This design comes from an exercise in tuning for a short achievable clock period and few clock cycles on the open sky130 flow, not from production work. Function was checked by simulation only, so behaviour that the tests miss may differ from the original. Power figures rest on the tool's default switching activity, not on a simulated workload.

`flow/config.mk`:
```
export PLATFORM = sky130hd
export DESIGN_NAME = lian_fdc
export DESIGN_NICKNAME = lian_fdc
export VERILOG_FILES = /design/flow/design.v
export SDC_FILE = /design/flow/constraint.sdc
export NUM_CORES = 4
export LEC_CHECK = 0
export CAP_MARGIN = 20
export CORE_MARGIN = 2
export CORE_UTILIZATION = 40
export SLEW_MARGIN = 20
```
`flow/constraint.sdc`:
```
create_clock -name core_clock -period 9.5 [get_ports {clk}]
set_input_delay 1.9000 -clock core_clock [delete_from_list [all_inputs] [get_ports {clk}]]
set_output_delay 1.9000 -clock core_clock [all_outputs]
set_load 0.01 [all_outputs]
```
`flow/design.v`:
```
module fdc_crc32_step (
    input  wire [31:0] crc_in,
    input  wire [7:0]  data,
    output reg  [31:0] crc_out
);
    integer k;
    always @* begin
        crc_out = crc_in ^ {24'd0, data};
        for (k = 0; k < 8; k = k + 1) begin
            if (crc_out[0])
                crc_out = (crc_out >> 1) ^ 32'hEDB88320;
            else
                crc_out = crc_out >> 1;
        end
    end
endmodule
module fdc_json_parser (
    input  wire       clk,
    input  wire       start,       
    input  wire       in_valid,    
    input  wire [7:0] in_byte,
    output reg        out_valid,   
    output reg  [7:0] out_byte,
    output wire       ok,
    output wire [7:0] type_val
);
    localparam [3:0] S_OPEN      = 4'd0,   
                     S_KEY_START = 4'd1,   
                     S_KEY       = 4'd2,   
                     S_COLON     = 4'd3,   
                     S_VAL       = 4'd4,   
                     S_NUM       = 4'd5,   
                     S_STR       = 4'd6,   
                     S_AFTER     = 4'd7,   
                     S_TRAIL     = 4'd8,   
                     S_FAIL      = 4'd9;
    reg [3:0] state;
    reg       member;       
    reg       have_t, have_d;
    reg       cur_is_data;  
    reg       kt, kd;       
    reg [2:0] klen;         
    reg [7:0] num;
    reg       num_zero;     
    reg       num_ovf;      
    reg [7:0] tval;
    reg [1:0] gpos;         
    reg [1:0] pad;          
    reg [5:0] prev;         
    assign ok       = (state == S_TRAIL);
    assign type_val = tval;
    wire       is_ws    = (in_byte == 8'h20) || (in_byte == 8'h09) ||
                          (in_byte == 8'h0A) || (in_byte == 8'h0D);
    wire       is_digit = (in_byte >= 8'h30) && (in_byte <= 8'h39);
    wire [3:0] digit    = in_byte[3:0];
    reg       is_b64;
    reg [5:0] sextet;
    always @* begin
        is_b64 = 1'b1;
        sextet = 6'd0;
        if (in_byte >= 8'h41 && in_byte <= 8'h5A)      sextet = in_byte[5:0] - 6'h01;       
        else if (in_byte >= 8'h61 && in_byte <= 8'h7A) sextet = in_byte[5:0] - 6'h07;       
        else if (in_byte >= 8'h30 && in_byte <= 8'h39) sextet = in_byte[5:0] + 6'h04;       
        else if (in_byte == 8'h2B)                     sextet = 6'd62;
        else if (in_byte == 8'h2F)                     sextet = 6'd63;
        else                                           is_b64 = 1'b0;
    end
    reg [7:0] type_ch, data_ch;
    always @* begin
        case (klen)
            3'd0:    begin type_ch = "t"; data_ch = "d"; end
            3'd1:    begin type_ch = "y"; data_ch = "a"; end
            3'd2:    begin type_ch = "p"; data_ch = "t"; end
            3'd3:    begin type_ch = "e"; data_ch = "a"; end
            default: begin type_ch = 8'h00; data_ch = 8'h00; end
        endcase
    end
    wire [11:0] num_next = {4'd0, num} * 12'd10 + {8'd0, digit};
    reg [3:0] after_state;
    always @* begin
        if (is_ws)                               after_state = S_AFTER;
        else if (in_byte == 8'h2C && !member)    after_state = S_KEY_START;
        else if (in_byte == 8'h7D && member)     after_state = S_TRAIL;
        else                                     after_state = S_FAIL;
    end
    always @* begin
        out_valid = 1'b0;
        out_byte  = 8'd0;
        if (in_valid && state == S_STR && is_b64 && pad == 2'd0) begin
            case (gpos)
                2'd1: begin out_valid = 1'b1; out_byte = {prev, sextet[5:4]}; end
                2'd2: begin out_valid = 1'b1; out_byte = {prev[3:0], sextet[5:2]}; end
                2'd3: begin out_valid = 1'b1; out_byte = {prev[1:0], sextet}; end
                default: ;
            endcase
        end
    end
    always @(posedge clk) begin
        if (start) begin
            state       <= S_OPEN;
            member      <= 1'b0;
            have_t      <= 1'b0;
            have_d      <= 1'b0;
            cur_is_data <= 1'b0;
            kt          <= 1'b0;
            kd          <= 1'b0;
            klen        <= 3'd0;
            num         <= 8'd0;
            num_zero    <= 1'b0;
            num_ovf     <= 1'b0;
            tval        <= 8'd0;
            gpos        <= 2'd0;
            pad         <= 2'd0;
            prev        <= 6'd0;
        end else if (in_valid) begin
            case (state)
                S_OPEN: begin
                    if (in_byte == 8'h7B)  state <= S_KEY_START;
                    else if (!is_ws)       state <= S_FAIL;
                end
                S_KEY_START: begin
                    if (in_byte == 8'h22) begin
                        state <= S_KEY;
                        kt    <= 1'b1;
                        kd    <= 1'b1;
                        klen  <= 3'd0;
                    end else if (!is_ws) begin
                        state <= S_FAIL;
                    end
                end
                S_KEY: begin
                    if (in_byte == 8'h22) begin
                        if (kt && klen == 3'd4 && !have_t) begin
                            have_t      <= 1'b1;
                            cur_is_data <= 1'b0;
                            state       <= S_COLON;
                        end else if (kd && klen == 3'd4 && !have_d) begin
                            have_d      <= 1'b1;
                            cur_is_data <= 1'b1;
                            state       <= S_COLON;
                        end else begin
                            state <= S_FAIL;
                        end
                    end else if (in_byte == 8'h5C || in_byte < 8'h20) begin
                        state <= S_FAIL;
                    end else begin
                        kt <= kt && (in_byte == type_ch);
                        kd <= kd && (in_byte == data_ch);
                        if (klen != 3'd5) klen <= klen + 3'd1;
                    end
                end
                S_COLON: begin
                    if (in_byte == 8'h3A)  state <= S_VAL;
                    else if (!is_ws)       state <= S_FAIL;
                end
                S_VAL: begin
                    if (!is_ws) begin
                        if (!cur_is_data && is_digit) begin
                            state    <= S_NUM;
                            num      <= {4'd0, digit};
                            num_zero <= (digit == 4'd0);
                            num_ovf  <= 1'b0;
                        end else if (cur_is_data && in_byte == 8'h22) begin
                            state <= S_STR;
                            gpos  <= 2'd0;
                            pad   <= 2'd0;
                        end else begin
                            state <= S_FAIL;
                        end
                    end
                end
                S_NUM: begin
                    if (is_digit) begin
                        if (num_zero) state <= S_FAIL;
                        else begin
                            num <= num_next[7:0];
                            if (num_next > 12'd255) num_ovf <= 1'b1;
                        end
                    end else begin
                        tval <= num;
                        if (num_ovf) state <= S_FAIL;
                        else         state <= after_state;
                        if (!is_ws && after_state != S_FAIL) member <= 1'b1;
                    end
                end
                S_STR: begin
                    if (in_byte == 8'h22) begin
                        if (gpos == 2'd0) state <= S_AFTER;
                        else              state <= S_FAIL;
                    end else if (in_byte == 8'h3D) begin
                        if (gpos == 2'd2 && pad == 2'd0) begin
                            pad  <= 2'd1;
                            gpos <= 2'd3;
                        end else if (gpos == 2'd3 && pad == 2'd1) begin
                            pad  <= 2'd2;
                            gpos <= 2'd0;
                        end else if (gpos == 2'd3 && pad == 2'd0) begin
                            pad  <= 2'd1;
                            gpos <= 2'd0;
                        end else begin
                            state <= S_FAIL;
                        end
                    end else if (is_b64 && pad == 2'd0) begin
                        prev <= sextet;
                        gpos <= gpos + 2'd1;
                    end else begin
                        state <= S_FAIL;
                    end
                end
                S_AFTER: begin
                    state <= after_state;
                    if (!is_ws && after_state != S_FAIL) member <= 1'b1;
                end
                S_TRAIL: begin
                    if (!is_ws) state <= S_FAIL;
                end
                default: state <= S_FAIL;
            endcase
        end
    end
endmodule
module lian_fdc (
    input  wire        clk,
    input  wire        rst,
    input  wire        in_valid,
    input  wire        in_end,
    input  wire [7:0]  in_data,
    output wire        in_ready,
    output wire        out0_valid,
    input  wire        out0_ready,
    output wire        out1_valid,
    input  wire        out1_ready,
    output wire        out2_valid,
    input  wire        out2_ready,
    output wire        out3_valid,
    input  wire        out3_ready,
    output wire [7:0]  out_type,
    output wire [7:0]  out_data,
    output wire        out_first,
    output wire        out_last,
    output wire        out_empty,
    input  wire        csr_req,
    input  wire        csr_we,
    input  wire [7:0]  csr_addr,
    input  wire [2:0]  csr_size,
    input  wire [31:0] csr_wdata,
    output reg  [31:0] csr_rdata,
    output reg         csr_err,
    output wire        irq
);
    localparam CAPACITY = 128;
    localparam DBUF     = 81;    
    localparam [2:0] PH_LEN = 3'd0, PH_PAYLOAD = 3'd1, PH_CSUM = 3'd2,
                     PH_EVAL = 3'd3, PH_DELIVER = 3'd4, PH_ERROR = 3'd5;
    localparam [2:0] E_NONE = 3'd0, E_INCOMPLETE = 3'd1, E_CHECKSUM = 3'd2,
                     E_MALFORMED = 3'd3, E_OVERSIZE = 3'd4;
    reg [2:0]  phase;
    reg [3:0]  len_cnt;
    reg [63:0] len_reg;
    reg [7:0]  pay_cnt;
    reg [2:0]  csum_cnt;
    reg [31:0] csum_reg;
    reg [31:0] crc_reg;
    reg [7:0]  msg_type;
    reg [1:0]  msg_route;
    reg [6:0]  msg_len;      
    reg [2:0]  err_code;
    reg [1:0]  err_seg;
    reg        err_boundary;
    reg        ctrl_en;
    reg        ctrl_ie;
    reg [31:0] cnt_ok, cnt_incomplete, cnt_checksum, cnt_malformed, cnt_oversize;
    reg        pend_wr;
    reg        pend_en, pend_ie, pend_clear, pend_cntclr;
    reg        rdy_r;        
    reg        irq_r;
    reg [3:0]  vld_r;        
    reg        first_r, last_r, empty_r;
    reg [7:0]  data_r;
    reg [6:0]  rd_nxt;       
    reg [7:0]  sb;           
    reg        cv;           
    reg        pv;           
    reg [7:0]  dbuf [0:DBUF-1];
    reg [6:0]  wr_idx;
    assign in_ready = !rst && rdy_r;
    wire in_fire = in_valid && rdy_r;
    wire in_byte = in_fire && !in_end;
    wire in_eos  = in_fire && in_end;
    wire [31:0] crc_step;
    fdc_crc32_step u_crc (.crc_in(crc_reg), .data(sb), .crc_out(crc_step));
    wire [31:0] crc_cur = cv ? crc_step : crc_reg;
    wire [63:0] len_shifted = {len_reg[55:0], in_data};
    wire        len_hi_nz   = |len_reg[55:0];
    wire        len_over    = len_hi_nz || (in_data > 8'd128);
    wire        len_zero    = !len_hi_nz && (in_data == 8'd0);
    wire        pay_last    = (pay_cnt == len_reg[7:0] - 8'd1);
    wire        crc_hi_ok   = (csum_reg[23:0] == ~crc_reg[31:8]);
    wire        crc_ok      = crc_hi_ok && (in_data == ~crc_reg[7:0]);
    wire       dec_valid;
    wire [7:0] dec_byte;
    wire       parse_ok;
    wire [7:0] parse_type;
    reg        frame_reset;
    fdc_json_parser u_parser (
        .clk      (clk),
        .start    (rst || frame_reset),
        .in_valid (pv),
        .in_byte  (sb),
        .out_valid(dec_valid),
        .out_byte (dec_byte),
        .ok       (parse_ok),
        .type_val (parse_type)
    );
    always @(posedge clk) begin
        if (dec_valid && wr_idx < DBUF) dbuf[wr_idx] <= dec_byte;
    end
    reg [7:0] rd_byte0, rd_byten;
    always @* begin
        rd_byte0 = dbuf[0];
        rd_byten = (rd_nxt < DBUF) ? dbuf[rd_nxt] : 8'd0;
    end
    wire delivering = |vld_r;
    assign out0_valid = vld_r[0];
    assign out1_valid = vld_r[1];
    assign out2_valid = vld_r[2];
    assign out3_valid = vld_r[3];
    wire out_fire     = (vld_r[0] && out0_ready) || (vld_r[1] && out1_ready) ||
                        (vld_r[2] && out2_ready) || (vld_r[3] && out3_ready);
    wire deliver_done = out_fire && last_r;
    assign out_type  = msg_type;
    assign out_data  = data_r;
    assign out_first = first_r;
    assign out_last  = last_r;
    assign out_empty = empty_r;
    assign irq = irq_r;
    wire csr_mapped = (csr_addr[1:0] == 2'b00) && (csr_addr <= 8'h34);
    wire csr_legal  = (csr_size == 3'd4) && csr_mapped && (!csr_we || csr_addr == 8'h00);
    wire ctrl_wr    = csr_req && csr_legal && csr_we;
    wire wr_defer   = ctrl_wr && delivering && (!first_r || out_fire) && !deliver_done;
    wire apply_pend = pend_wr && (deliver_done || !delivering);
    wire apply_new  = ctrl_wr && !wr_defer;
    wire w_en       = apply_new ? csr_wdata[0] : pend_en;
    wire w_ie       = apply_new ? csr_wdata[1] : pend_ie;
    wire w_clear    = (apply_new && csr_wdata[8]) || (apply_pend && pend_clear);
    wire w_cntclr   = (apply_new && csr_wdata[9]) || (apply_pend && pend_cntclr);
    wire [31:0] status_word = {12'd0, rdy_r, csum_cnt, len_cnt, irq_r, err_boundary,
                               err_seg, 1'b0, err_code, 1'b0, phase};
    reg [31:0] rd_val;
    always @* begin
        case (csr_addr[5:2])
            4'h0: rd_val = {30'd0, ctrl_ie, ctrl_en};
            4'h1: rd_val = status_word;
            4'h2: rd_val = len_reg[31:0];
            4'h3: rd_val = len_reg[63:32];
            4'h4: rd_val = {24'd0, pay_cnt};
            4'h5: rd_val = 32'd0;
            4'h6: rd_val = csum_reg;
            4'h7: rd_val = ~crc_cur;
            4'h8: rd_val = {22'd0, msg_route, msg_type};
            4'h9: rd_val = cnt_ok;
            4'hA: rd_val = cnt_incomplete;
            4'hB: rd_val = cnt_checksum;
            4'hC: rd_val = cnt_malformed;
            4'hD: rd_val = cnt_oversize;
            default: rd_val = 32'd0;
        endcase
    end
    always @(posedge clk) begin
        if (rst) begin
            csr_rdata <= 32'd0;
            csr_err   <= 1'b0;
        end else if (csr_req) begin
            csr_rdata <= (csr_legal && !csr_we) ? rd_val : 32'd0;
            csr_err   <= !csr_legal;
        end else begin
            csr_rdata <= 32'd0;
            csr_err   <= 1'b0;
        end
    end
    reg [2:0]  n_phase;
    reg [3:0]  n_len_cnt;
    reg [63:0] n_len_reg;
    reg [7:0]  n_pay_cnt;
    reg [2:0]  n_csum_cnt;
    reg [31:0] n_csum_reg;
    reg [31:0] n_crc_reg;
    reg [7:0]  n_msg_type;
    reg [1:0]  n_msg_route;
    reg [6:0]  n_msg_len;
    reg [2:0]  n_err_code;
    reg [1:0]  n_err_seg;
    reg        n_err_boundary;
    reg        n_ctrl_en, n_ctrl_ie;
    reg [31:0] n_cnt_ok, n_cnt_incomplete, n_cnt_checksum, n_cnt_malformed, n_cnt_oversize;
    reg        n_pend_wr, n_pend_en, n_pend_ie, n_pend_clear, n_pend_cntclr;
    reg [3:0]  n_vld;
    reg        n_first, n_last, n_empty;
    reg [7:0]  n_data;
    reg [6:0]  n_rd_nxt;
    reg        n_cv, n_pv;
    reg [6:0]  n_wr_idx;
    always @* begin
        n_phase          = phase;
        n_len_cnt        = len_cnt;
        n_len_reg        = len_reg;
        n_pay_cnt        = pay_cnt;
        n_csum_cnt       = csum_cnt;
        n_csum_reg       = csum_reg;
        n_crc_reg        = crc_cur;
        n_msg_type       = msg_type;
        n_msg_route      = msg_route;
        n_msg_len        = msg_len;
        n_err_code       = err_code;
        n_err_seg        = err_seg;
        n_err_boundary   = err_boundary;
        n_ctrl_en        = ctrl_en;
        n_ctrl_ie        = ctrl_ie;
        n_cnt_ok         = cnt_ok;
        n_cnt_incomplete = cnt_incomplete;
        n_cnt_checksum   = cnt_checksum;
        n_cnt_malformed  = cnt_malformed;
        n_cnt_oversize   = cnt_oversize;
        n_pend_wr        = pend_wr;
        n_pend_en        = pend_en;
        n_pend_ie        = pend_ie;
        n_pend_clear     = pend_clear;
        n_pend_cntclr    = pend_cntclr;
        n_vld            = vld_r;
        n_first          = first_r;
        n_last           = last_r;
        n_empty          = empty_r;
        n_data           = data_r;
        n_rd_nxt         = rd_nxt;
        n_cv             = 1'b0;
        n_pv             = 1'b0;
        n_wr_idx         = (dec_valid && wr_idx != 7'h7F) ? wr_idx + 7'd1 : wr_idx;
        frame_reset      = 1'b0;
        if (in_eos) begin
            n_err_code       = E_INCOMPLETE;
            n_err_seg        = (phase == PH_LEN) ? 2'd0 : (phase == PH_PAYLOAD) ? 2'd1 : 2'd2;
            n_err_boundary   = (phase == PH_LEN) && (len_cnt == 4'd0);
            n_cnt_incomplete = cnt_incomplete + 32'd1;
            n_phase          = PH_ERROR;
        end else if (in_byte) begin
            case (phase)
                PH_LEN: begin
                    n_len_reg = len_shifted;
                    n_cv      = 1'b1;
                    n_len_cnt = len_cnt + 4'd1;
                    if (len_cnt == 4'd7) begin
                        if (len_over) begin
                            n_err_code     = E_OVERSIZE;
                            n_err_seg      = 2'd0;
                            n_err_boundary = 1'b0;
                            n_cnt_oversize = cnt_oversize + 32'd1;
                            n_phase        = PH_ERROR;
                        end else if (len_zero) begin
                            n_phase = PH_CSUM;
                        end else begin
                            n_phase = PH_PAYLOAD;
                        end
                    end
                end
                PH_PAYLOAD: begin
                    n_cv      = 1'b1;
                    n_pv      = 1'b1;
                    n_pay_cnt = pay_cnt + 8'd1;
                    if (pay_last) n_phase = PH_CSUM;
                end
                default: begin  
                    n_csum_reg = {csum_reg[23:0], in_data};
                    n_csum_cnt = csum_cnt + 3'd1;
                    if (csum_cnt == 3'd3) begin
                        if (!crc_ok) begin
                            n_err_code     = E_CHECKSUM;
                            n_err_seg      = 2'd0;
                            n_err_boundary = 1'b0;
                            n_cnt_checksum = cnt_checksum + 32'd1;
                            n_phase        = PH_ERROR;
                        end else if (!parse_ok) begin
                            n_err_code      = E_MALFORMED;
                            n_err_seg       = 2'd0;
                            n_err_boundary  = 1'b0;
                            n_cnt_malformed = cnt_malformed + 32'd1;
                            n_phase         = PH_ERROR;
                        end else begin
                            n_msg_type  = parse_type;
                            n_msg_route = (parse_type == 8'd0) ? 2'd0 :
                                          (parse_type == 8'd1) ? 2'd1 :
                                          (parse_type == 8'd2) ? 2'd2 : 2'd3;
                            n_msg_len   = wr_idx;
                            n_vld       = (parse_type == 8'd0) ? 4'b0001 :
                                          (parse_type == 8'd1) ? 4'b0010 :
                                          (parse_type == 8'd2) ? 4'b0100 : 4'b1000;
                            n_first     = 1'b1;
                            n_last      = (wr_idx <= 7'd1);
                            n_empty     = (wr_idx == 7'd0);
                            n_data      = (wr_idx == 7'd0) ? 8'd0 : rd_byte0;
                            n_rd_nxt    = 7'd1;
                            n_phase     = PH_DELIVER;
                        end
                    end
                end
            endcase
        end
        if (out_fire) begin
            if (last_r) begin
                n_cnt_ok    = cnt_ok + 32'd1;
                n_phase     = PH_LEN;
                n_len_cnt   = 4'd0;
                n_len_reg   = 64'd0;
                n_pay_cnt   = 8'd0;
                n_csum_cnt  = 3'd0;
                n_csum_reg  = 32'd0;
                n_crc_reg   = 32'hFFFFFFFF;
                n_vld       = 4'b0000;
                frame_reset = 1'b1;
            end else begin
                n_first  = 1'b0;
                n_last   = (rd_nxt + 7'd1 == msg_len);
                n_data   = rd_byten;
                n_rd_nxt = rd_nxt + 7'd1;
            end
        end
        if (wr_defer) begin
            n_pend_wr     = 1'b1;
            n_pend_en     = csr_wdata[0];
            n_pend_ie     = csr_wdata[1];
            n_pend_clear  = csr_wdata[8] || (pend_wr && pend_clear);
            n_pend_cntclr = csr_wdata[9] || (pend_wr && pend_cntclr);
        end else if (apply_pend || apply_new) begin
            n_pend_wr     = 1'b0;
            n_pend_clear  = 1'b0;
            n_pend_cntclr = 1'b0;
            n_ctrl_en     = w_en;
            n_ctrl_ie     = w_ie;
            if (w_clear) begin
                n_phase        = PH_LEN;
                n_len_cnt      = 4'd0;
                n_len_reg      = 64'd0;
                n_pay_cnt      = 8'd0;
                n_csum_cnt     = 3'd0;
                n_csum_reg     = 32'd0;
                n_crc_reg      = 32'hFFFFFFFF;
                n_vld          = 4'b0000;
                n_err_code     = E_NONE;
                n_err_seg      = 2'd0;
                n_err_boundary = 1'b0;
                frame_reset    = 1'b1;
            end
            if (w_cntclr) begin
                n_cnt_ok         = 32'd0;
                n_cnt_incomplete = 32'd0;
                n_cnt_checksum   = 32'd0;
                n_cnt_malformed  = 32'd0;
                n_cnt_oversize   = 32'd0;
            end
        end
        if (frame_reset) begin
            n_cv     = 1'b0;
            n_pv     = 1'b0;
            n_wr_idx = 7'd0;
        end
    end
    always @(posedge clk) begin
        sb <= in_data;
        if (rst) begin
            phase          <= PH_LEN;
            len_cnt        <= 4'd0;
            len_reg        <= 64'd0;
            pay_cnt        <= 8'd0;
            csum_cnt       <= 3'd0;
            csum_reg       <= 32'd0;
            crc_reg        <= 32'hFFFFFFFF;
            msg_type       <= 8'd0;
            msg_route      <= 2'd0;
            msg_len        <= 7'd0;
            err_code       <= E_NONE;
            err_seg        <= 2'd0;
            err_boundary   <= 1'b0;
            ctrl_en        <= 1'b1;
            ctrl_ie        <= 1'b0;
            cnt_ok         <= 32'd0;
            cnt_incomplete <= 32'd0;
            cnt_checksum   <= 32'd0;
            cnt_malformed  <= 32'd0;
            cnt_oversize   <= 32'd0;
            pend_wr        <= 1'b0;
            pend_en        <= 1'b0;
            pend_ie        <= 1'b0;
            pend_clear     <= 1'b0;
            pend_cntclr    <= 1'b0;
            rdy_r          <= 1'b1;
            irq_r          <= 1'b0;
            vld_r          <= 4'b0000;
            first_r        <= 1'b0;
            last_r         <= 1'b0;
            empty_r        <= 1'b0;
            data_r         <= 8'd0;
            rd_nxt         <= 7'd0;
            cv             <= 1'b0;
            pv             <= 1'b0;
            wr_idx         <= 7'd0;
        end else begin
            phase          <= n_phase;
            len_cnt        <= n_len_cnt;
            len_reg        <= n_len_reg;
            pay_cnt        <= n_pay_cnt;
            csum_cnt       <= n_csum_cnt;
            csum_reg       <= n_csum_reg;
            crc_reg        <= n_crc_reg;
            msg_type       <= n_msg_type;
            msg_route      <= n_msg_route;
            msg_len        <= n_msg_len;
            err_code       <= n_err_code;
            err_seg        <= n_err_seg;
            err_boundary   <= n_err_boundary;
            ctrl_en        <= n_ctrl_en;
            ctrl_ie        <= n_ctrl_ie;
            cnt_ok         <= n_cnt_ok;
            cnt_incomplete <= n_cnt_incomplete;
            cnt_checksum   <= n_cnt_checksum;
            cnt_malformed  <= n_cnt_malformed;
            cnt_oversize   <= n_cnt_oversize;
            pend_wr        <= n_pend_wr;
            pend_en        <= n_pend_en;
            pend_ie        <= n_pend_ie;
            pend_clear     <= n_pend_clear;
            pend_cntclr    <= n_pend_cntclr;
            rdy_r          <= n_ctrl_en && (n_phase == PH_LEN || n_phase == PH_PAYLOAD ||
                                            n_phase == PH_CSUM);
            irq_r          <= n_ctrl_ie && (n_err_code != E_NONE);
            vld_r          <= n_vld;
            first_r        <= n_first;
            last_r         <= n_last;
            empty_r        <= n_empty;
            data_r         <= n_data;
            rd_nxt         <= n_rd_nxt;
            cv             <= n_cv;
            pv             <= n_pv;
            wr_idx         <= n_wr_idx;
        end
    end
endmodule
```
`flow/run.sh`:
```
#!/bin/bash
# synth_recipe.tcl (not shown) runs the flow's synth.tcl, then flattens the netlist and writes it again
# the make line also repeats each setting of config.mk as NAME=value (left out here)
make -C /OpenROAD-flow-scripts/flow DESIGN_CONFIG=/design/flow/config.mk WORK_HOME=/design/flow/orfs CLKGATE_MAP_FILE= SYNTH_SCRIPT=/design/flow/synth_recipe.tcl finish
```
==> results.json, run 1 <==
{
  "status": "timing/DRC/antenna clean",
  "p_leak_nw": 17.24,
  "clkTransAtPathRegs_ns": 0.06,
  "grt_max_degree": 86,
  "die_w_um": 350.8,
  "holdWs_ns": 0.4569,
  "num_vias": 32210,
  "cts_buffers": 114,
  "p_sw_share_pct": 21.83,
  "n_fill_cell": 10760,
  "drive_gt1_share_pct": 12.23,
  "yosysUniqueCellTypes": 84,
  "insertion_delay_ns": 0.75,
  "dr.first_iter.drc_count": 3893,
  "synth_seq_cells": 1099,
  "synth.area.top_cells": "edfxtp_1 (40%), dfxtp_1 (19%), mux4_2 (9.4%)",
  "postRouteAntennaNets": 0,
  "grt_overflow_total": 0,
  "r2r_cells": 9,
  "critPathKind": "in -> reg",
  "cts.sinks": 1099,
  "yosys_warnings": 3,
  "grt_first_pass_wirelength_um": 202700,
  "synth_cells": 3892,
  "largest_reg_flops": 648,
  "seqPwrFrac_pct": 50.3,
  "p_clk_share_pct": 46.1,
  "dpl.hpwl_um": 90200,
  "synth_top_area_share_pct": 40.45,
  "path_max_fanout": 76,
  "avgSynthCellArea_um2": 12.36,
  "initial_utilization_pct": 40.20,
  "root_buffer": "clkbuf_16",
  "grt_pass1_vias": 31040,
  "clock.fmax_mhz": 167.5,
  "pre_cts_ws_ns": 2.817,
  "power.internal_mw": 7.840,
  "ctsResizeCount": 0,
  "syn_nets": 4003,
  "ir_worst_vdd_v": 0.0001663,
  "syn_area_um2": 48110,
  "timing.final.max_slew_violations": 0,
  "final_nets": 4028,
  "hold_buffers": 0,
  "via_per_inst": 5.724,
  "start_kind": "primary input",
  "pwr-share-comb_pct": 3.6,
  "ys.flop_type": "edfxtp_1",
  "fp.dieArea_um2": 123100,
  "cts.htree.levels": 3,
  "area_growth_pct": 13.49,
  "min_period_over_period_pct": 62.86,
  "num_rows": 127,
  "fin_tns_setup_ns": 0,
  "hold_viol": 0,
  "cp-startpoint": "csr_addr[2]",
  "finalWirelength_um": 134800,
  "postCtsSetupBuffers": 0,
  "cts.path.max_buffers": 3,
  "yosysSeqAreaShare_pct": 59.22,
  "route.detailed.drc": 0,
  "rr_endpoint": "dbuf[56][1]",
  "synth_edf_count": 648,
  "hp-class": "reg -> reg",
  "max_cap_viol_count": 0,
  "finalSetupViolations": 0,
  "timing.rr.start": "sb[2]",
  "endpoint": "len_reg[8]",
  "yosys-top-cells-count": "edfxtp_1 (648), dfxtp_1 (451), nand2_1 (437)",
  "synth.most_common_cell": "edfxtp_1",
  "p_switching_mw": 2.190,
  "ios": 119,
  "power.density_nw_per_um2": 183.7,
  "synth_top_area_cell": "edfxtp_1",
  "core_um2": 119700,
  "finalCriticalPeriod_ns": 5.971,
  "fin_ws_ns": 3.529,
  "wl_per_cell_um": 23.96,
  "die-height_um": 350.8,
  "antenna_found_initial": 4,
  "tritoncts": "done",
  "critPathCaptureType": "flop",
  "slew_headroom_pct": 19.92,
  "arrival_ns": 6.56,
  "worst_slew_pin_slew_ns": 1.201,
  "power_mw": 10.03,
  "firstDrtPassIters": 9,
  "rsz0062_at_grt": "false",
  "worstPathRequired_ns": 10.09,
  "synth_async_sr_flop_share_pct": 0,
  "r2r_setup_slack_ns": 4.42,
  "gp_congestion": 0.9394,
  "grt.total_usage_pct": 21.92,
  "clock_skew_ns": 0.03592,
  "io_buffers": 90
}
[layout by cell type (no fill, tap or decap), types with 97 or more instances in the layout]
| cell | netlist | layout |
|---|---|---|
| a21oi_1 | 225 | 224 |
| mux4_2 | 200 | 200 |
| clkbuf_16 | 0 | 115 |
| dfxtp_1 | 451 | 447 |
| nor2_1 | 351 | 337 |
| xor2_1 | 116 | 116 |
| edfxtp_1 | 648 | 648 |
| nand3_1 | 97 | 97 |
| nand2_1 | 437 | 435 |
| xnor2_1 | 150 | 150 |
[per-layer routing]
| metal | wire length, um | GRT usage [%] | up-vias |
|---|---|---|---|
| li1 | - | - | 14690 |
| met1 | 57600 | 30.85 | 15960 |
| met2 | 61520 | 33.99 | 1302 |
| met3 | 10910 | 3.918 | 255 |
| met4 | 4795 | 7.883 | 2 |
| met5 | 13 | 0 | - |
[worst max-delay path, cell delays in order]
cell and delay (ns):
clkdlybuf4s50_1 0.77, nor4bb_1 0.45, nand4_1 0.48, a2111oi_1 1.06, a211oi_1 0.28, nand2_4 0.81
buf_4 0.64, a21oi_1 0.10
[metrics by stage]
stage	util, %	cells	instance area, um^2
finish	45.63	5628	54590
CTS	45.60	5625	54570
floorplan	-	3892	48110
detailed placement	42.36	5412	50680
global route	45.62	5626	54590
global placement	42.36	5412	50680
[kinds of logic after synthesis]
logic type	Yosys count	synth area share, %
AOI/OAI and AO/OA	618	8.729
xor gates and xnor gates	268	4.947
adders and majority gates	50	1.332
buffers and inverters	313	2.617
DFF	1099	59.22
muxes	266	10.75
and+or+nand+nor	1278	12.41
[cell type report]
class	instances	area, um^2	area share (%)
timing repair buffer	147	1336	2.448
clock buffer	151	3173	5.812
clock inverter	62	713.2	1.306
antenna	2	5.005	0.009167
multi-input combinational	2480	18570	34.01
inverter	75	281.5	0.5157
tap	1612	2017	3.694
sequential	1099	28500	52.20
[power groups by stage]
stage	logic [mW]	clock network, mW	registers (mW)
3_3_place_gp	0.354	0	5.14
6_report	0.363	4.63	5.04
3_5_place_dp	0.356	0	5.14
5_1_grt	0.389	4.88	5.04
2_1_floorplan	0.260	0	5.12
4_1_cts	0.358	4.70	5.04
[how the worst min path moves through the flow]
stage	start	to	slack (ns)	cells past startpoint
finish	csum_reg[30]	csum_reg[30]	0.46	2
detailed placement	csum_reg[30]	csum_reg[30]	0.45	2
floorplan	err_seg[0]	err_seg[0]	0.44	2
global placement	csum_reg[24]	csum_reg[24]	0.45	2
global route	csum_reg[24]	csum_reg[24]	0.48	2
CTS	csum_reg[30]	csum_reg[30]	0.46	2
Testbench counts, summed over its fixed seeds: cycles 22,599.
==> run 2: changes to the inputs <==
--- a/flow/config.mk
+++ b/flow/config.mk
@@ -10,2 +10,3 @@
 export CORE_UTILIZATION = 40
+export SETUP_SLACK_MARGIN = 5
 export SLEW_MARGIN = 20
==> run 2 against run 1 <==
  * Cell area is 0.52% higher
  * First-iteration DRC count is 3.3% lower
  * Worst setup slack better by 1.5 ns
  * Critical endpoint is now csr_rdata[11]
  * Combinational power is 3% higher
==> results.json, run 2 <==
{
  "synth_top_area_share_pct": 40.45,
  "final_nets": 4044,
  "gp_congestion": 0.9220,
  "clock.fmax_mhz": 222.7,
  "avgSynthCellArea_um2": 12.36,
  "critPathCaptureType": "flop",
  "worst_slew_pin_slew_ns": 1.148,
  "dr.first_iter.drc_count": 3765,
  "r2r_cells": 7,
  "final_common_cell": "edfxtp_1",
  "mostFrequentLayoutCells": "edfxtp_1 (648), dfxtp_1 (446), nand2_1 (435)",
  "initial_utilization_pct": 40.20,
  "cp_top_family": "compound AO/OA/AOI/OAI gates",
  "timing.rr.start": "sb[5]",
  "hold_viol": 0,
  "finalSetupViolations": 0,
  "root_buffer": "clkbuf_16",
  "r2r_setup_slack_ns": 5.30,
  "fin_tns_setup_ns": 0,
  "syn_area_um2": 48110,
  "yosys-top-cells-count": "edfxtp_1 (648), dfxtp_1 (451), nand2_1 (437)",
  "critPathKind": "in -> reg",
  "yosysSeqAreaShare_pct": 59.22,
  "route.detailed.drc": 0,
  "insertion_delay_ns": 0.74,
  "hold_buffers": 0,
  "rsz0062_at_grt": "false",
  "cp_cell_sequence": "clkdlybuf4s50_1 -> nand2b_1 -> nor2_2 -> buf_4 -> a222oi_1 -> nand3_1 -> a221oi_1 -> a21oi_1",
  "ios": 119,
  "synth.area.top_cells": "edfxtp_1 (40%), dfxtp_1 (19%), mux4_2 (9.4%)",
  "max_stage_delay_ns": 0.81,
  "synth_cells": 3892,
  "cts_buffers": 113,
  "grt_pass1_vias": 30370,
  "hp-class": "reg -> reg",
  "num_rows": 127,
  "slew_headroom_pct": 23.27,
  "core_um2": 119700,
  "die-height_um": 350.8,
  "clkTransAtPathRegs_ns": 0.06,
  "cts.sinks": 1099,
  "ir_worst_vdd_v": 0.0001583,
  "rr_endpoint": "dbuf[49][1]",
  "drive_gt1_share_pct": 13.55,
  "arrival_ns": 5.05,
  "worstPathRequired_ns": 10.06,
  "firstDrtPassIters": 9,
  "cts.path.max_buffers": 3,
  "path_buf_inv": 2,
  "p_leak_nw": 17.26,
  "antenna_found_initial": 5,
  "postRouteAntennaNets": 0,
  "synth_edf_count": 648,
  "via_per_inst": 5.793,
  "ys.flop_type": "edfxtp_1",
  "slowest_stage": "clkdlybuf4s50_1",
  "num_vias": 32700,
  "status": "timing/DRC/antenna clean",
  "synth_seq_cells": 1099,
  "syn_nets": 4003,
  "grt_max_degree": 138,
  "die_w_um": 350.8,
  "yosysUniqueCellTypes": 84,
  "grt_first_pass_wirelength_um": 201200,
  "dp.cells": 5417,
  "max_cap_viol_count": 0,
  "dpl.hpwl_um": 90660,
  "clock_skew_ns": 0.04106,
  "power.density_nw_per_um2": 179.6,
  "min_period_over_period_pct": 47.27,
  "yosys_warnings": 3,
  "start_kind": "primary input",
  "finalNonFillerCells": 5644,
  "finalCriticalPeriod_ns": 4.490,
  "synth_async_sr_flop_share_pct": 0,
  "path_max_fanout": 17,
  "worstHoldEndpoint": "csum_reg[25]",
  "io_buffers": 90,
  "timing.final.max_slew_violations": 0,
  "synth.most_common_cell": "edfxtp_1",
  "grt.total_usage_pct": 21.84,
  "hp-start": "csum_reg[25]",
  "wl_per_cell_um": 24.16,
  "cts.htree.levels": 3,
  "tritoncts": "done",
  "largest_reg_flops": 648,
  "area_growth_pct": 14.07,
  "grt_overflow_total": 0,
  "min_path_cells": 2,
  "fp.dieArea_um2": 123100,
  "synth_top_area_cell": "edfxtp_1",
  "finalWirelength_um": 136300
}
[run 2: how the worst max path moves through the flow]
stage | from | end | depth (start not counted)
detailed placement | csr_addr[2] | csum_reg[26] | 8
CTS | out0_ready | csum_cnt[2] | 8
global route | sb[2] | dbuf[48][1] | 9
floorplan | sb[2] | dbuf[0][4] | 11
finish | csr_addr[4] | csr_rdata[11] | 8
global placement | csr_addr[2] | len_cnt[0] | 8
[run 2: metrics by stage]
step	util [%]	power, mW	setup slack (ns)	instance area (um^2)	hold WS (ns)
global route	45.86	10.13	5.001	54870	0.4777
detailed placement	42.39	5.497	3.095	50720	0.4480
floorplan	-	5.380	4.926	48110	0.4350
finish	45.86	9.855	5.010	54880	0.4584
global placement	42.39	5.496	3.115	50720	0.4443
CTS	45.69	9.919	5.001	54670	0.4561
[run 2: area by class of cell]
class / instances / area [um^2]
clock buffers: 143 / 3042
multi-input cells: 2483 / 18800
flip-flops and latches: 1099 / 28500
inverters: 75 / 281.5
repair buffers: 161 / 1568
fillers: 10730 / 64780
clock inverters: 70 / 666.9
well taps: 1612 / 2017
diodes: 1 / 2.502
[run 2: timing repair]
item                       in CTS  in global routing
setup endpoints to repair     865               1076
buffers inserted                7                  2
resized for setup              34                 41
pin swaps                       4                  2
cloned                          3                  1
[run 2: cells by family after synthesis]
family          count (synthesis)  share of synthesized area [%]
compound gates                618                          8.729
fa+ha+maj                      50                          1.332
flops                        1099                          59.22
simple gates                 1278                          12.41
xor+xnor                      268                          4.947
buf+inv                       313                          2.617
mux                           266                          10.75
[run 2: report_power, final]
part           internal [mW]  switching [mW]
clock network           2.54            1.90
logic                  0.138           0.236
registers               5.00          0.0363
total                   7.68            2.17
[run 2: tightest hold or removal path, cell delays in order, from the launching register on]
cell and delay (ns):
dfxtp_1 0.31, nand2_1 0.05, a21oi_1 0.05
[run 2: per-layer routing]
layer / up-vias / GRT usage (%) / part of all wire, %
met1: 16330 / 31.32 / 43
met2: 1365 / 33.60 / 45
met4: 8 / 7.603 / 3.5
met5: - / 0 / 0.042
li1: 14740 / - / -
met3: 244 / 3.532 / 8.2
==> run 3: changes to the inputs <==
--- a/flow/config.mk
+++ b/flow/config.mk
@@ -7,2 +7,3 @@
 export LEC_CHECK = 0
+export ABC_CLOCK_PERIOD_IN_PS = 3000
 export CAP_MARGIN = 20
==> run 3 against run 2 <==
  * Still clean
  * Total power stayed put
  * Critical path depth unchanged
  * Sequential cell count is the same
  * Final cell count did not move
  * Utilization unchanged
  * Clock skew unchanged
  * Fmax is the same
  * Combinational power about the same
  * Register-to-register slack barely moved
  * Sequential power hardly changed
  * Cell area unchanged
  * Critical endpoint unchanged
  * Largest power group unchanged
==> results.json, run 3 <==
{
  "power.density_nw_per_um2": 179.6,
  "synth_edf_count": 648,
  "start_kind": "primary input",
  "path_max_fanout": 17,
  "ys.flop_type": "edfxtp_1",
  "gp_congestion": 0.9220,
  "postRouteAntennaNets": 0,
  "yosysUniqueCellTypes": 84,
  "slowest_stage": "clkdlybuf4s50_1",
  "io_buffers": 90,
  "grt_max_degree": 138,
  "cp_cell_sequence": "clkdlybuf4s50_1 -> nand2b_1 -> nor2_2 -> buf_4 -> a222oi_1 -> nand3_1 -> a221oi_1 -> a21oi_1",
  "area_growth_pct": 14.07,
  "clock_skew_ns": 0.04106,
  "tritoncts": "done",
  "cp_top_family": "compound AO/OA/AOI/OAI gates",
  "finalWirelength_um": 136300,
  "yosys-top-cells-count": "edfxtp_1 (648), dfxtp_1 (451), nand2_1 (437)",
  "synth_cells": 3892,
  "wl_per_cell_um": 24.16,
  "syn_nets": 4003,
  "dr.first_iter.drc_count": 3765,
  "hold_buffers": 0,
  "worst_slew_pin_slew_ns": 1.148,
  "yosys.area_share.adder_pct": 1.332,
  "synthXorXnorAreaFrac_pct": 4.947,
  "synth_top_area_cell": "edfxtp_1",
  "yosys.area_share.simple_pct": 12.41,
  "synth_top_family_by_area": "simple AND/OR/NAND/NOR gates",
  "grt.total_usage_pct": 21.84,
  "holdWs_ns": 0.4584,
  "worstPathRequired_ns": 10.06,
  "finalSetupViolations": 0,
  "grt_overflow_total": 0,
  "root_buffer": "clkbuf_16",
  "final_nets": 4044,
  "timing.final.max_slew_violations": 0,
  "ios": 119,
  "clkTransAtPathRegs_ns": 0.06,
  "max_cap_viol_count": 0,
  "num_vias": 32700,
  "insertion_delay_ns": 0.74,
  "drive_gt1_share_pct": 13.55,
  "synthMuxAreaShare_pct": 10.75,
  "arrival_ns": 5.05,
  "synth_compound_area_share_pct": 8.729,
  "avgSynthCellArea_um2": 12.36,
  "grt_pass1_vias": 30370,
  "cts.path.max_buffers": 3,
  "mostFrequentLayoutCells": "edfxtp_1 (648), dfxtp_1 (446), nand2_1 (435)",
  "firstDrtPassIters": 9,
  "rsz0062_at_grt": "false",
  "dpl.hpwl_um": 90660,
  "critPathCaptureType": "flop",
  "final_common_cell": "edfxtp_1",
  "grt_first_pass_wirelength_um": 201200,
  "synth.most_common_cell": "edfxtp_1",
  "critPathKind": "in -> reg",
  "hp-class": "reg -> reg",
  "largest_reg_flops": 648,
  "synth_seq_cells": 1099,
  "yosys_warnings": 3,
  "fp.dieArea_um2": 123100,
  "synth.area.top_cells": "edfxtp_1 (40%), dfxtp_1 (19%), mux4_2 (9.4%)",
  "post-route-util_pct": 45.86,
  "cts_buffers": 113,
  "path_buf_inv": 2,
  "yosysSeqAreaShare_pct": 59.22,
  "clock.fmax_mhz": 222.7,
  "slew_headroom_pct": 23.27,
  "max_stage_delay_ns": 0.81,
  "p_leak_nw": 17.26,
  "fin_tns_setup_ns": 0,
  "cts.htree.levels": 3,
  "antenna_found_initial": 5,
  "cts.sinks": 1099,
  "n_fill_cell": 10730,
  "ir_worst_vdd_v": 0.0001583,
  "die-height_um": 350.8,
  "synth_top_area_share_pct": 40.45,
  "min_period_over_period_pct": 47.27,
  "syn_area_um2": 48110,
  "core_um2": 119700,
  "status": "timing/DRC/antenna clean",
  "finalCriticalPeriod_ns": 4.490,
  "hold_viol": 0,
  "die_w_um": 350.8,
  "synth_async_sr_flop_share_pct": 0,
  "route.detailed.drc": 0,
  "num_rows": 127,
  "initial_utilization_pct": 40.20,
  "via_per_inst": 5.793
}
## run 3: kinds of logic (layout without fill, tap and decap cells)
kind of cell | after synthesis | after routing
muxes | 266 | 266
AOI/OAI and AO/OA | 618 | 619
xor gates and xnor gates | 268 | 268
and+or+nand+nor | 1278 | 1280
adders and majority gates | 50 | 50
other | 0 | 1
buffers and inverters | 313 | 449
DFF | 1099 | 1099
## run 3: repair_timing
action                                  4_1_cts  5_1_grt
endpoints found under the setup margin      865     1076
pin swaps                                     4        2
buffers inserted                              7        2
gates cloned                                  3        1
gates resized for setup                      34       41
## run 3: final timing paths
check / start / endpoint / slack (ns) / depth (start not counted)
max: csr_addr[4] / csr_rdata[11] / 5.01 / 8
min: csum_reg[25] / csum_reg[25] / 0.46 / 2
min reg2reg: csum_reg[25] / csum_reg[25] / 0.46 / 2
max reg2reg: sb[5] / dbuf[49][1] / 5.30 / 7
## run 3: layout make-up
type | instances | area [um^2] | share of cell area (%)
sequential | 1099 | 28500 | 51.94
multi-input combinational | 2483 | 18800 | 34.26
clock buffer | 143 | 3042 | 5.543
tap | 1612 | 2017 | 3.675
timing repair buffer | 161 | 1568 | 2.857
clock inverter | 70 | 666.9 | 1.215
inverter | 75 | 281.5 | 0.5130
antenna | 1 | 2.502 | 0.004560
## run 3: tightest hold or removal path: stages (launching register included)
cell and delay [ns]:
dfxtp_1 0.31, nand2_1 0.05, a21oi_1 0.05
## run 3: power breakdown
group | leakage (nW) | switching [mW] | internal (mW)
clock | 1.78 | 1.90 | 2.54
sequential | 9.80 | 0.0363 | 5.00
combinational | 5.68 | 0.236 | 0.138
total | 17.3 | 2.17 | 7.68
## run 3: per-layer routing
metal / share of wire, % / track usage [%] / vias to the layer above
li1: - / - / 14740
met1: 43 / 31.32 / 16330
met2: 45 / 33.60 / 1365
met3: 8.2 / 3.532 / 244
met4: 3.5 / 7.603 / 8
met5: 0.042 / 0 / -
## run 3: metrics by stage
step                      instance area [um^2]  instances  total power [mW]  setup slack, ns
final                                    54880       5644             9.855            5.010
after global routing                     54870       5643             10.13            5.001
after CTS                                54670       5640             9.919            5.001
after detailed placement                 50720       5417             5.497            3.095
after global placement                   50720       5417             5.496            3.115
after floorplan                          48110       3892             5.380            4.926
==> run 4: changes to the inputs <==
==> flow/flow/run.sh (new file) <==
#!/bin/bash
set -euo pipefail
bash standard.sh SETUP_SLACK_MARGIN=5.7 finish > make_finish.log 2>&1
==> flow/standard.sh (new file) <==
#!/bin/bash
# synth_recipe.tcl (not shown) runs the flow's synth.tcl, then flattens the netlist and writes it again
# the make line also repeats each setting of config.mk as NAME=value (left out here)
make -C /OpenROAD-flow-scripts/flow DESIGN_CONFIG=/design/flow/config.mk WORK_HOME=/design/flow/orfs CLKGATE_MAP_FILE= SYNTH_SCRIPT=/design/flow/synth_recipe.tcl "${@:-finish}"
removed: flow/run.sh
==> run 4 against run 3 <==
  * Still clean
  * Global-route usage increased by 0.78 points
  * Total power rose by 1.4%
  * Via count increased by 1.8%
  * Register-to-register slack better by 0.53 ns
  * Clock power is 2% higher
  * Worst setup slack gained 0.20 ns
  * First-iteration DRC count increased by 5.0%
  * Fmax rose by 4.7%
  * Clock skew decreased by 0.0085 ns
  * Synthesized area stayed put
  * Combinational power increased by 11%
  * Routed wire length is 4.0% higher
  * Largest cell class unchanged
  * Largest power group unchanged
  * Highest routed layer unchanged
==> results.json, run 4 <==
{
  "syn_nets": 4003,
  "timing.rr.start": "rd_nxt[1]",
  "fp.dieArea_um2": 123100,
  "synth_seq_cells": 1099,
  "synth_edf_count": 648,
  "route.detailed.drc": 0,
  "num_rows": 127,
  "synth_cells": 3892,
  "post-route-util_pct": 47.38,
  "firstDrtPassIters": 7,
  "clkTransAtPathRegs_ns": 0.06,
  "crit_path_frequent_cell": "buf_12",
  "finalSetupViolations": 0,
  "synth.most_common_cell": "edfxtp_1",
  "hold_viol": 0,
  "synth.area.top_cells": "edfxtp_1 (40%), dfxtp_1 (19%), mux4_2 (9.4%)",
  "critPathCaptureType": "primary output",
  "r2r_setup_slack_ns": 5.83,
  "yosysUniqueCellTypes": 84,
  "start_kind": "primary input",
  "grt.total_usage_pct": 22.61,
  "core_um2": 119700,
  "cp_top_family": "buffers and inverters",
  "yosysSeqAreaShare_pct": 59.22,
  "worstPathRequired_ns": 7.60,
  "cts.sinks": 1099,
  "r2r_cells": 6,
  "gp_congestion": 0.9331,
  "final_common_cell": "edfxtp_1",
  "max_cap_viol_count": 0,
  "postRouteAntennaNets": 0,
  "grt_pass1_vias": 31240,
  "final_nets": 4108,
  "grt_max_degree": 123,
  "num_vias": 33280,
  "path_max_fanout": 2,
  "wl_per_cell_um": 24.85,
  "synth_async_sr_flop_share_pct": 0,
  "via_per_inst": 5.830,
  "min_period_over_period_pct": 45.14,
  "rsz0062_at_grt": "true",
  "worstHoldEndpoint": "csum_reg[25]",
  "synth_top_area_cell": "edfxtp_1",
  "ir_worst_vdd_v": 0.0001774,
  "die_w_um": 350.8,
  "finalWirelength_um": 141800,
  "power.density_nw_per_um2": 176.3,
  "max_stage_delay_ns": 0.14,
  "io_buffers": 90,
  "dpl.hpwl_um": 90660,
  "yosys_warnings": 3,
  "arrival_ns": 2.39,
  "root_buffer": "clkbuf_16",
  "hp-start": "csum_reg[25]",
  "cts_buffers": 115,
  "cts.htree.levels": 3,
  "area_growth_pct": 17.84,
  "clock_skew_ns": 0.03260,
  "cts.path.max_buffers": 3,
  "die-height_um": 350.8,
  "fin_tns_setup_ns": 0,
  "hp-class": "reg -> reg",
  "yosys-top-cells-count": "edfxtp_1 (648), dfxtp_1 (451), nand2_1 (437)",
  "grt_first_pass_wirelength_um": 207800,
  "synth_top_area_share_pct": 40.45,
  "slowest_stage": "buf_12",
  "tritoncts": "done",
  "slew_headroom_pct": 20.28,
  "avgSynthCellArea_um2": 12.36,
  "rr_endpoint": "data_r[3]",
  "cp_cell_sequence": "buf_12 -> buf_12 -> nor2b_4 -> buf_6",
  "initial_utilization_pct": 40.20,
  "dr.first_iter.drc_count": 3955,
  "antenna_found_initial": 12,
  "timing.final.max_slew_violations": 0,
  "path_buf_inv": 3,
  "clock.fmax_mhz": 233.2,
  "drive_gt1_share_pct": 17.70,
  "min_path_cells": 2,
  "finalCriticalPeriod_ns": 4.288,
  "grt_overflow_total": 0,
  "worst_slew_pin_slew_ns": 1.196,
  "ys.flop_type": "edfxtp_1",
  "critPathKind": "in -> out",
  "syn_area_um2": 48110,
  "status": "timing/DRC/antenna clean",
  "largest_reg_flops": 648,
  "mostFrequentLayoutCells": "edfxtp_1 (648), dfxtp_1 (442), nand2_1 (432)",
  "p_leak_nw": 18.00,
  "insertion_delay_ns": 0.75,
  "ios": 119
}
==> run 4: cell counts after synthesis <==
Identical to the previous run, type by type.
==> run 4: worst max-delay path by stage <==
stage | start | endpoint | slack [ns] | depth (start not counted)
after floorplan | sb[2] | dbuf[0][4] | 4.93 | 11
after global placement | csr_size[2] | pv | 3.09 | 8
after detailed placement | csr_size[2] | pv | 3.03 | 8
after CTS | rst | in_ready | 5.23 | 4
after global routing | rst | in_ready | 5.21 | 4
final | rst | in_ready | 5.21 | 4
==> run 4: cell type report <==
class	instances	area [um^2]
sequential	1099	28510
fill	10580	62970
inverter	75	281.5
multi-input combinational	2486	19620
clock inverter	61	659.4
clock buffer	154	3136
antenna	1	2.502
tap	1612	2017
timing repair buffer	220	2465
==> run 4: repair_timing <==
action	4_1_cts	5_1_grt
hold buffers	0	0
hold endpoints to repair	0	0
cloned	11	6
setup buffers	38	22
resized for setup	208	82
pin swaps	17	21
endpoints found under the setup margin	1720	1532
==> run 4: metal layers <==
metal,up-vias,GRT usage (%),share of wire (%)
li1,14880,-,-
met1,16650,31.71,42
met2,1457,35.38,46
met3,277,4.267,8.6
met4,12,7.436,3.4
met5,-,0,0.057
==> run 4: kinds of logic (layout without fill, tap and decap cells) <==
group,count (synthesis),after routing,synth area share [%]
other cells,0,1,0
xor+xnor,268,268,4.947
simple gates,1278,1282,12.41
fa+ha+maj,50,50,1.332
mux,266,266,10.75
compound gates,618,620,8.729
buf+inv,313,510,2.617
flops,1099,1099,59.22
==> run 4: worst register-to-register path: stages, from the launching register on <==
cell and delay (ns):
dfxtp_4 0.79, buf_12 0.62, mux4_2 0.56, mux4_2 0.52
mux2i_1 0.45, a211oi_2 0.21, a2111o_1 0.43
==> run 4: power breakdown <==
group	switching, mW	internal [mW]
Combinational	0.258	0.158
Sequential	0.0350	5.00
Clock	1.92	2.62
Total	2.21	7.78
==> run 4: per-stage QoR <==
step | setup slack (ns) | std cells | total power [mW] | hold slack (ns) | instance area [um^2]
final | 5.212 | 5708 | 9.995 | 0.4558 | 56690
after global routing | 5.210 | 5708 | 10.27 | 0.4716 | 56690
after floorplan | 4.926 | 3892 | 5.384 | 0.4350 | 48250
after global placement | 3.092 | 5414 | 5.501 | 0.4435 | 50770
after CTS | 5.233 | 5679 | 10.05 | 0.4551 | 55890
after detailed placement | 3.030 | 5415 | 5.501 | 0.4468 | 50780
==> run 5: changes to the inputs <==
==> flow/flow/run.sh (replaced) <==
#!/bin/bash
set -euo pipefail
bash standard.sh SETUP_SLACK_MARGIN=6.3 finish > make_finish.log 2>&1
==> run 5 against run 4 <==
  * Still clean on timing, DRC and antenna
  * Register-to-register slack improved by 0.27 ns
  * Final cell count grew 5.4%
  * Worst hold slack improved by 0.013 ns
  * Die area unchanged
  * Synthesized area did not move
  * Sequential share of layout area fell by 5.9 points
  * Cell area up 14%
  * Critical path type unchanged
  * Critical endpoint unchanged
==> results.json, run 5 <==
{
  "gp_congestion": 0.9487,
  "initial_utilization_pct": 40.20,
  "cts.sinks": 1099,
  "worst_slew_pin_slew_ns": 1.130,
  "arrival_ns": 2.46,
  "antenna_found_initial": 10,
  "dpl.hpwl_um": 92330,
  "drive_gt1_share_pct": 37.23,
  "cts.htree.levels": 3,
  "synth.area.top_cells": "edfxtp_1 (40%), dfxtp_1 (19%), mux4_2 (9.4%)",
  "ir_worst_vdd_v": 0.0001632,
  "yosys_warnings": 3,
  "fin_ws_ns": 5.138,
  "firstDrtPassIters": 8,
  "ios": 119,
  "max_stage_delay_ns": 0.19,
  "grt_max_degree": 82,
  "fp.dieArea_um2": 123100,
  "r2r_setup_slack_ns": 6.10,
  "path_max_fanout": 2,
  "grt_overflow_total": 0,
  "grt_first_pass_wirelength_um": 233900,
  "hp-start": "csum_reg[30]",
  "core_um2": 119700,
  "r2r_cells": 7,
  "synth.most_common_cell": "edfxtp_1",
  "status": "timing/DRC/antenna clean",
  "hp-class": "reg -> reg",
  "cp-startpoint": "rst",
  "cp_top_family": "buffers and inverters",
  "avgSynthCellArea_um2": 12.36,
  "cts_buffers": 113,
  "finalWirelength_um": 165200,
  "clock.fmax_mhz": 229.3,
  "power.density_nw_per_um2": 156.9,
  "p_leak_nw": 20.96,
  "syn_nets": 4003,
  "ys.flop_type": "edfxtp_1",
  "yosys-top-cells-count": "edfxtp_1 (648), dfxtp_1 (451), nand2_1 (437)",
  "p_clk_share_pct": 43.7,
  "tritoncts": "done",
  "synth_async_sr_flop_share_pct": 0,
  "cp_cell_sequence": "buf_12 -> buf_12 -> nor2b_4 -> buf_6",
  "clock_skew_ns": 0.09309,
  "synth_top_area_share_pct": 40.45,
  "power_mw": 10.10,
  "min_path_cells": 2,
  "timing.rr.start": "cnt_checksum[4]",
  "rr_endpoint": "cnt_checksum[31]",
  "min_period_over_period_pct": 45.91,
  "synth_cells": 3892,
  "dr.first_iter.drc_count": 4559,
  "postRouteAntennaNets": 0,
  "cts.path.max_buffers": 3,
  "largest_reg_flops": 648,
  "power.internal_mw": 7.743,
  "slew_headroom_pct": 24.70,
  "mostFrequentLayoutCells": "edfxtp_1 (648), dfxtp_1 (416), nand2_1 (373)",
  "yosysUniqueCellTypes": 84,
  "slowest_stage": "nor2b_4",
  "clkTransAtPathRegs_ns": 0.06,
  "die_w_um": 350.8,
  "synth_edf_count": 648,
  "p_sw_share_pct": 23.35,
  "worstHoldEndpoint": "csum_reg[30]",
  "insertion_delay_ns": 0.75,
  "finalCriticalPeriod_ns": 4.362,
  "grt_pass1_vias": 34220,
  "pwr-share-comb_pct": 6.4,
  "hold_viol": 0,
  "syn_area_um2": 48110,
  "critPathKind": "in -> out",
  "seqPwrFrac_pct": 49.9,
  "crit_path_frequent_cell": "buf_12",
  "via_per_inst": 6.058,
  "rsz0062_at_grt": "true",
  "fin_tns_setup_ns": 0,
  "wl_per_cell_um": 27.44,
  "die-height_um": 350.8,
  "synth_seq_cells": 1099,
  "synth_top_area_cell": "edfxtp_1",
  "area_growth_pct": 33.81,
  "critPathCaptureType": "primary output",
  "yosysSeqAreaShare_pct": 59.22,
  "io_buffers": 90,
  "finalSetupViolations": 0,
  "start_kind": "primary input",
  "path_buf_inv": 3,
  "num_rows": 127,
  "max_cap_viol_count": 0,
  "timing.final.max_slew_violations": 0,
  "worstPathRequired_ns": 7.60,
  "grt.total_usage_pct": 25.63,
  "final_nets": 4423,
  "pre_cts_ws_ns": 2.837,
  "root_buffer": "clkbuf_16",
  "route.detailed.drc": 0,
  "p_switching_mw": 2.359,
  "num_vias": 36460,
  "final_common_cell": "edfxtp_1"
}
run 5: changes by cell type in the layout (fill, tap and decap cells not counted), sizes merged, moves of 2 or more:
cell and change:
a221o +2, buf +343, bufinv -6, clkbuf +6, clkdlybuf4s15 +21, clkdlybuf4s50 -70
clkinv +3, clkinvlp +5, dlymetal6s2s -2, inv -4, nand2 +10
run 5: worst max-delay path by stage:
stage / to / cells past startpoint
final: in_ready / 4
after global routing: in_ready / 4
after CTS: in_ready / 4
after detailed placement: u_parser.state[1] / 8
after global placement: u_parser.state[1] / 8
after floorplan: in_ready / 3
run 5: power by group through the flow:
stage	combinational, mW	clock, mW	sequential (mW)
floorplan	0.283	0	5.12
global placement	0.362	0	5.14
detailed placement	0.364	0	5.14
finish	0.647	4.42	5.04
global route	0.667	4.65	5.03
CTS	0.563	4.47	5.04
run 5: kinds of logic after synthesis:
| family | count (synthesis) | synth area share, % |
|---|---|---|
| compound gates | 618 | 8.729 |
| xor+xnor | 268 | 4.947 |
| fa+ha+maj | 50 | 1.332 |
| buf+inv | 313 | 2.617 |
| flops | 1099 | 59.22 |
| mux | 266 | 10.75 |
| simple gates | 1278 | 12.41 |
run 5: routing by layer:
| layer | global-route usage, % | wire length, um | up-vias |
|---|---|---|---|
| met5 | 0 | 54 | - |
| met1 | 35.32 | 65690 | 18300 |
| met4 | 11.71 | 9036 | 8 |
| met3 | 6.118 | 18000 | 467 |
| li1 | - | - | 15590 |
| met2 | 38.34 | 72390 | 2096 |
run 5: worst reg2reg max path, stage by stage (launching register included):
cell and delay, ns:
dfxtp_1 0.54, and4_1 0.31, nand4_1 0.29, nor4_1 0.71, nand4_1 0.55, nor3_1 0.64, a31o_2 0.26, a21oi_2 0.05
run 5: metrics by stage:
step | instance area, um^2 | utilization [%] | std cells | hold WS, ns
final | 64370 | 53.80 | 6019 | 0.4689
after global routing | 64370 | 53.80 | 6019 | 0.4823
after CTS | 61440 | 51.34 | 5899 | 0.4605
after detailed placement | 51280 | 42.86 | 5409 | 0.4460
after global placement | 51280 | 42.86 | 5409 | 0.4434
after floorplan | 49250 | - | 3892 | 0.4350
run 5: final cells by class:
class | instances | area [um^2]
diodes | 2 | 5.005
well taps | 1612 | 2017
clock buffers | 149 | 3124
flip-flops and latches | 1099 | 28590
fillers | 9542 | 55280
repair buffers | 523 | 6758
clock inverters | 59 | 550.5
inverters | 75 | 297.8
multi-input cells | 2500 | 23020
run 5: repair_timing:
| item | CTS | global route |
|---|---|---|
| pin swaps | 154 | 193 |
| gates cloned | 67 | 10 |
| endpoints found under the hold margin | 0 | 0 |
| buffers inserted | 215 | 107 |
| hold buffers | 0 | 0 |
| setup endpoints to repair | 1796 | 1608 |
| gates resized for setup | 1041 | 434 |

[static timing again, ports no longer ideal]
The flow's constraints put no driver on any port. The routed layouts listed below were extracted and timed again, unchanged, in two steps.
Step 1 assumes that a clkbuf_16 drives the clock port and a buf_2 every other input.
Step 2 times the ports against the registers' clock, not the clock port: input delays grow and output delays shrink by t, the midpoint of the rising clock arrivals with the driver on.
Three values: ideal ports, drivers, drivers and shift; two values: the first two.
run	t, ns	setup WS [ns]	worst register clock-pin slew, ns	pins driven straight from the clock port
run 1	0.796	3.529 / 3.570 / 2.774	0.07 / 0.07	1
run 2	0.788	5.010 / 4.905 / 4.117	0.07 / 0.07	1
run 3	0.788	5.010 / 4.905 / 4.117	0.07 / 0.07	1
run 4	0.799	5.212 / 5.166 / 4.904	0.07 / 0.07	1
run 5	0.773	5.138 / 5.090 / 4.808	0.07 / 0.07	1
After both steps setup and hold are still met in every run listed.
